This design comes from an exercise in tuning for small area, a short achievable clock period and few clock cycles per item on the open sky130 flow, not from production work. Only simulation tests tie the RTL to the original design; equivalence was not proved. Power figures rest on the tool's default switching activity, not on a simulated workload.

## run 1
==> flow/design.v <==
module anim_stream_decoder #(
    parameter NPIX = 4096
) (
    input  wire       clk,
    input  wire       rst,
    input  wire       in_valid,
    output wire       in_ready,
    input  wire [7:0] in_data,
    input  wire       in_last,
    output wire       o_valid,
    input  wire       o_ready,
    output wire [1:0] o_kind,     
    output wire [7:0] o_data,
    output wire       o_keep      
);
    localparam PW = (NPIX > 255) ? $clog2(NPIX + 1) : 9;
    localparam K_HDR = 2'd0;
    localparam K_PAL = 2'd1;
    localparam K_PIX = 2'd2;
    localparam K_END = 2'd3;
    localparam E_OK        = 3'd0;
    localparam E_CONFIG    = 3'd1;
    localparam E_TRUNCATED = 3'd2;
    localparam E_FRAMING   = 3'd3;
    localparam E_TRAILING  = 3'd4;
    localparam S_HDR0 = 4'd0;    
    localparam S_HDR1 = 4'd1;    
    localparam S_HDR2 = 4'd2;    
    localparam S_PAL  = 4'd3;    
    localparam S_LIT  = 4'd4;    
    localparam S_DIFF = 4'd5;    
    localparam S_SAME = 4'd6;    
    localparam S_RHDR = 4'd7;    
    localparam S_FEND = 4'd8;    
    localparam S_CHKS = 4'd9;    
    localparam S_END  = 4'd11;   
    localparam S_CHKD = 4'd13;   
    localparam [PW-1:0] NPIXW = NPIX;
    localparam          NBIG  = (NPIX >= 256);
    localparam          NLAST = (NPIX == 1);
    reg [3:0]    state;
    reg [7:0]    q0, q1, q2;
    reg          v0, v1, v2;
    reg [2:0]    off;
    reg [3:0]    offb;
    reg          last_seen;     
    reg          rdy;
    reg [7:0]    frames;        
    reg          ivz;           
    reg [2:0]    bpp;           
    reg [2:0]    err;           
    reg [PW-1:0] left;          
    reg          lst_last;      
    reg          big;           
    reg [7:0]    run_left;      
    reg          run_last;      
    reg          ov;
    reg [1:0]    okind;
    reg [7:0]    odata;
    reg          okeep;
    assign o_valid  = ov;
    assign o_kind   = okind;
    assign o_data   = odata;
    assign o_keep   = okeep;
    assign in_ready = rdy;
    wire slot_free = !ov || o_ready;
    wire take      = in_valid && rdy;
    wire [15:0] win   = {q1, q0} >> off;
    wire [7:0]  f8    = win[7:0];
    wire [7:0]  pmask = 8'hff >> (4'd8 - {1'b0, bpp});
    wire        f8z   = (f8 == 8'd0);
    wire off0 = (off == 3'd0);
    wire av8  = v1 || (v0 && off0);
    wire avb  = v1 || (v0 && (!offb[3] || offb[2:0] == 3'd0));
    wire [6:0] rlen    = f8[7:1];
    wire [7:0] rn      = {rlen == 7'd0, rlen};
    wire       rn_last = (rlen == 7'd1);
    wire [PW-1:0] left_dec  = left - 1'b1;
    wire [7:0]    run_dec   = run_left - 8'd1;
    wire          overrun   = run_left > left[7:0];
    wire          cfg_bad   = frames == 8'd0 || ivz || f8z || f8[7:3] != 5'd0;
    wire          fifo_done = !v1 && !(v0 && off0);   
    wire st_hdr  = (state[3:2] == 2'b00) && (state[1:0] != 2'b11);
    wire st_byte = (state[3:2] == 2'b00);             
    wire st_pixb = (state[3:1] == 3'b010);            
    wire st_same = (state == S_SAME);
    wire st_rhdr = (state == S_RHDR);
    wire st_fend = (state == S_FEND);
    wire st_chk  = (state == S_CHKS) || (state == S_CHKD);
    wire st_end  = (state == S_END);
    wire can  = st_byte && av8 || st_pixb && avb || st_same || st_end && last_seen;
    wire emit = can && slot_free;
    wire hdr_same = st_same && run_last && big && av8;
    wire hdr_rhdr = st_rhdr && av8;
    wire pop = st_byte && av8 && slot_free ||
               st_pixb && avb && offb[3] && slot_free ||
               hdr_same && slot_free || hdr_rhdr ||
               st_fend && !off0;
    wire trunc = last_seen && (st_byte && !av8 || st_pixb && !avb || st_rhdr && !av8);
    wire ls_nxt = (st_end && slot_free && last_seen) ? 1'b0 :
                  take ? in_last : last_seen;
    wire v2_nxt = !st_end && (take && !pop ? v1 : !take && pop ? 1'b0 : v2);
    reg [3:0] nstate;
    always @(*) begin
        nstate = state;
        if (trunc) begin
            nstate = S_END;
        end else begin
            case (state)
                S_HDR0: if (emit) nstate = S_HDR1;
                S_HDR1: if (emit) nstate = S_HDR2;
                S_HDR2: if (emit) nstate = cfg_bad ? S_END : S_PAL;
                S_PAL:  if (emit && lst_last) nstate = S_LIT;
                S_LIT:  if (emit && lst_last) nstate = S_FEND;
                S_DIFF: if (emit && lst_last) nstate = S_FEND;
                        else if (emit && run_last) nstate = S_RHDR;
                S_SAME: if (emit && run_last)
                            nstate = (big && av8) ? (f8[0] ? S_DIFF : S_SAME) :
                                     lst_last ? S_FEND : S_RHDR;
                S_RHDR: if (av8) nstate = big ? (f8[0] ? S_DIFF : S_SAME) :
                                                (f8[0] ? S_CHKD : S_CHKS);
                S_CHKS, S_CHKD: nstate = overrun ? S_END : (state[2] ? S_DIFF : S_SAME);
                S_FEND: nstate = (frames == 8'd1) ? S_END : S_RHDR;
                S_END:  if (emit) nstate = S_HDR0;
                default: nstate = S_HDR0;
            endcase
        end
    end
    reg [2:0] err_nxt;
    always @(*) begin
        case (state)
            S_HDR2:         err_nxt = av8 ? E_CONFIG : E_TRUNCATED;
            S_CHKS, S_CHKD: err_nxt = E_FRAMING;
            S_FEND:         err_nxt = (last_seen && fifo_done) ? E_OK : E_TRAILING;
            default:        err_nxt = E_TRUNCATED;
        endcase
    end
    always @(posedge clk) begin
        if (rst) begin
            state     <= S_HDR0;
            v0        <= 1'b0;
            v1        <= 1'b0;
            v2        <= 1'b0;
            off       <= 3'd0;
            last_seen <= 1'b0;
            rdy       <= 1'b1;
            ov        <= 1'b0;
        end else begin
            state <= nstate;
            q0 <= (!v0 || (!v1 && pop)) ? in_data : pop ? q1 : q0;
            q1 <= (!v1 || (!v2 && pop)) ? in_data : pop ? q2 : q1;
            q2 <= (!v2 || pop) ? in_data : q2;
            if (st_end) begin
                v0 <= 1'b0;
                v1 <= 1'b0;
            end else if (take && !pop) begin
                v0 <= 1'b1;
                v1 <= v0;
            end else if (!take && pop) begin
                v0 <= v1;
                v1 <= v2;
            end
            v2        <= v2_nxt;
            last_seen <= ls_nxt;
            rdy       <= !ls_nxt && !v2_nxt;
            if (st_pixb && emit) begin
                off  <= offb[2:0];
                offb <= {1'b0, offb[2:0]} + {1'b0, bpp};
            end else if (st_fend || st_end) begin
                off  <= 3'd0;
                offb <= {1'b0, bpp};
            end else if (state == S_HDR2) begin
                offb <= {1'b0, f8[2:0]};
            end
            if (slot_free) begin
                ov    <= can;
                okind <= st_end ? K_END : st_same || st_pixb ? K_PIX :
                         state == S_PAL ? K_PAL : K_HDR;
                odata <= st_end ? {5'd0, err} : st_same ? 8'd0 :
                         st_pixb ? f8 & pmask : f8;
                okeep <= st_same;
            end
            if (state == S_HDR0)
                frames <= f8;
            else if (st_fend)
                frames <= frames - 8'd1;
            if (state == S_HDR1)
                ivz <= f8z;
            if (state == S_HDR2)
                bpp <= f8[2:0];
            if (!st_end)
                err <= err_nxt;
            if (state == S_HDR2) begin
                left     <= {{(PW-2){1'b0}}, 2'd3} << f8[2:0];
                lst_last <= 1'b0;
            end else if (emit && lst_last && state == S_PAL || st_fend) begin
                left     <= NPIXW;
                lst_last <= NLAST;
                big      <= NBIG;
            end else if (emit && !st_end && !st_hdr) begin
                left     <= left_dec;
                lst_last <= (left == {{(PW-2){1'b0}}, 2'd2});
                big      <= (left_dec[PW-1:8] != 0);
            end
            if (hdr_same && slot_free || hdr_rhdr) begin
                run_left <= rn;
                run_last <= rn_last;
            end else if (emit) begin
                run_left <= run_dec;
                run_last <= (run_left == 8'd2);
            end
        end
    end
endmodule
==> flow/config.mk <==
export PLATFORM = sky130hd
export DESIGN_NAME = anim_stream_decoder
export DESIGN_NICKNAME = anim_stream_decoder
export VERILOG_FILES = /design/flow/design.v
export SDC_FILE = /design/flow/constraint.sdc
export NUM_CORES = 4
export LEC_CHECK = 0
export ABC_AREA = 1
export CAP_MARGIN = 20
export CORE_MARGIN = 2
export CORE_UTILIZATION = 60
export SETUP_SLACK_MARGIN = 3.3
export SLEW_MARGIN = 20
==> flow/constraint.sdc <==
create_clock -name core_clock -period 5.5 [get_ports {clk}]
set_input_delay 1.1000 -clock core_clock [delete_from_list [all_inputs] [get_ports {clk}]]
set_output_delay 1.1000 -clock core_clock [all_outputs]
set_load 0.01 [all_outputs]
standard.sh (not shown) runs the stock make flow with config.mk's settings and CLKGATE_MAP_FILE= SYNTH_SCRIPT=/design/flow/synth_recipe.tcl, a recipe that flattens the netlist after the stock synthesis.
==> flow/flow/run.sh <==
#!/bin/bash
# The standard layout (the standard.sh: ORFS synthesis through finish),
# with two changes: the buffers ORFS puts on the input and output ports are
# sky130_fd_sc_hd__buf_2 cells instead of the default delay-cell buffers, and
# clock tree synthesis adds no dummy loads.
# make's full output goes to flow_make.log in the work folder; each ORFS step
# also writes its own log under orfs/logs/.
set -euo pipefail
cd "$(dirname "${BASH_SOURCE[0]}")/.."
bash standard.sh "BUFFER_PORTS_ARGS=-buffer_cell sky130_fd_sc_hd__buf_2" \
    "CTS_ARGS=-sink_clustering_enable -repair_clock_nets -dont_use_dummy_load" \
    finish > flow_make.log 2>&1
Testbench counts of run 1, summed over its fixed seeds: cycles 265,670, pixels 262,144.
The inputs of run 2 differ from those of run 1 as listed below.
==> flow/flow/run.sh <==
#!/bin/bash
# The standard layout (the standard.sh: ORFS synthesis through finish),
# with one change: the buffers ORFS puts on the input and output ports are
# sky130_fd_sc_hd__buf_2 cells instead of the default delay-cell buffers.
# make's full output goes to flow_make.log in the work folder; each ORFS step
# also writes its own log under orfs/logs/.
set -euo pipefail
cd "$(dirname "${BASH_SOURCE[0]}")/.."
bash standard.sh "BUFFER_PORTS_ARGS=-buffer_cell sky130_fd_sc_hd__buf_2" finish > flow_make.log 2>&1
### Flow results
- Status: wire length after detailed routing parity (run 2, run 1)
- Run 2 ends up with higher ratio of total power to cell area than run 1 does.
- Run 2 and run 1 ended up with nearly the same post-layout utilization of the core.
- Between run 2 and run 1, the number of antenna-violating nets in the routed design does not differ in any meaningful way.
- Compared with run 1, run 2 improves clock period minus final worst setup slack.
- Run 2 -> run 1: area of the die delta 0, exact match
- Clock network latency to the later pin of the worst-skew pair: run 1 vs run 2, no meaningful difference
- Changes observed in run 2 relative to run 1: final total power now sits higher; post-layout instance count excluding filler cells now sits higher; synthesis-to-layout area growth now sits higher.
### run 2 -> run 3
- CORE_UTILIZATION: 60 -> 50
==> comparison <==
Across both runs, initial core utilization was lower for run 3 than for run 2. NOTE: critical path depth in cells in run 3 exceeds that of run 2. The first-pass GRT wire length of run 3 was inferior to that of run 2.
Input changes introduced in run 4 (baseline for comparison: run 3):
- swapping 3.3 for 3.35 in SETUP_SLACK_MARGIN
- swapping 50 for 60 in CORE_UTILIZATION
First-iteration DRC count, run 4 vs run 3: up by a few percent
Run 4 vs. run 3: delay of the slowest critical-path stage increased by 0.02 ns relative to the old numbers; maximum clock rate moved down; die area decreased by 16% relative to the old numbers.
Modified inputs, run 5 compared to run 4
- changing SETUP_SLACK_MARGIN from 3.35 to 3.2
### Flow results
- Diff run 4 -> run 5: final setup slack of the worst path moved down; share of the clock period used by the worst path after layout moved up; met1 demand-to-capacity share in global routing moved down; pre-CTS setup slack moved down.
- Run 4 and run 5 ended up with nearly the same total of clock buffers placed in the layout.
- Against run 4, power consumption in run 5 fell by a few percent.
- Against run 4, met1 wire length in run 5 fell by a few percent.
- Relative to run 4, ratio of total power to cell area decreased by about 0.7% in run 5.
- From run 4 to run 5 the numbers moved as follows: final cell count shrank by 14, count of fill cells added during filler insertion grew by about 11%.
## Diff of input files: run 6 against run 5
- swapping 3.2 for 3.3 in SETUP_SLACK_MARGIN
==> flow/run.sh (new file) <==
#!/bin/bash
# synth_recipe.tcl (not shown) runs the flow's synth.tcl, then flattens the netlist and writes it again
# the make line also repeats each setting of config.mk as NAME=value (left out here)
make -C /OpenROAD-flow-scripts/flow DESIGN_CONFIG=/design/flow/config.mk WORK_HOME=/design/flow/orfs CLKGATE_MAP_FILE= SYNTH_SCRIPT=/design/flow/synth_recipe.tcl finish
removed: flow/flow/run.sh
removed: flow/standard.sh
- A cell with the largest stage delay on the worst path of o21ai_4 is what run 6 shows, while a21oi_4 belongs to run 5.
- Run 6 consumes more power than run 5 does.
- [compare] base=run 5 new=run 6: total routed wirelength went up by about 2.7%, design area went up by about 7%.
- Count of instances resized after the clock tree is built, run 6 vs run 5: up by more than 100%
- Between run 5 and run 6, part of the power in the clock network increased.
- Taking run 5 as the reference, in run 6 half-perimeter wire length after detailed placement now smaller; combinational group share of total power now larger; number of clock sinks comparable; count of clock-buffer cells in the layout now larger.

## re-timing with driven ports
In the flow no input, the clock included, has a driving cell. The finished layouts below were timed again as built, in two steps.
Step 1 sets driving cells, clkbuf_16 on the clock port and buf_2 on the other inputs (assumed; they add their load-dependent delay and slew).
Step 2 also shifts input and output timing later by t, the mid clock arrival at the registers, as if the neighbouring blocks saw the same clock.
Three values: ideal, step 1, step 2; two values: the first two.
run	shift t [ns]	setup slack, ns	worst setup path after step 2	latest minus earliest clock arrival (ns)	worst register clock-pin slew, ns
run 1	0.382	3.260 / 3.257 / 2.875	input to register	0.034 / 0.034	0.09 / 0.09
run 2	0.403	3.340 / 3.340 / 2.961	input to register	0.016 / 0.016	0.10 / 0.10
run 3	0.407	3.302 / 3.298 / 2.891	input to register	0.014 / 0.014	0.10 / 0.10
run 4	0.401	3.294 / 3.290 / 2.889	input to register	0.011 / 0.011	0.10 / 0.10
run 5	0.398	3.255 / 3.271 / 2.872	input to register	0.018 / 0.019	0.10 / 0.10
run 6	0.390	3.237 / 3.234 / 2.844	input to register	0.009 / 0.008	0.10 / 0.10
After both steps every run listed still meets setup and hold. The setup slack of run 3, which loses most, moves by -0.004 ns with the drivers and by -0.411 ns with both steps.
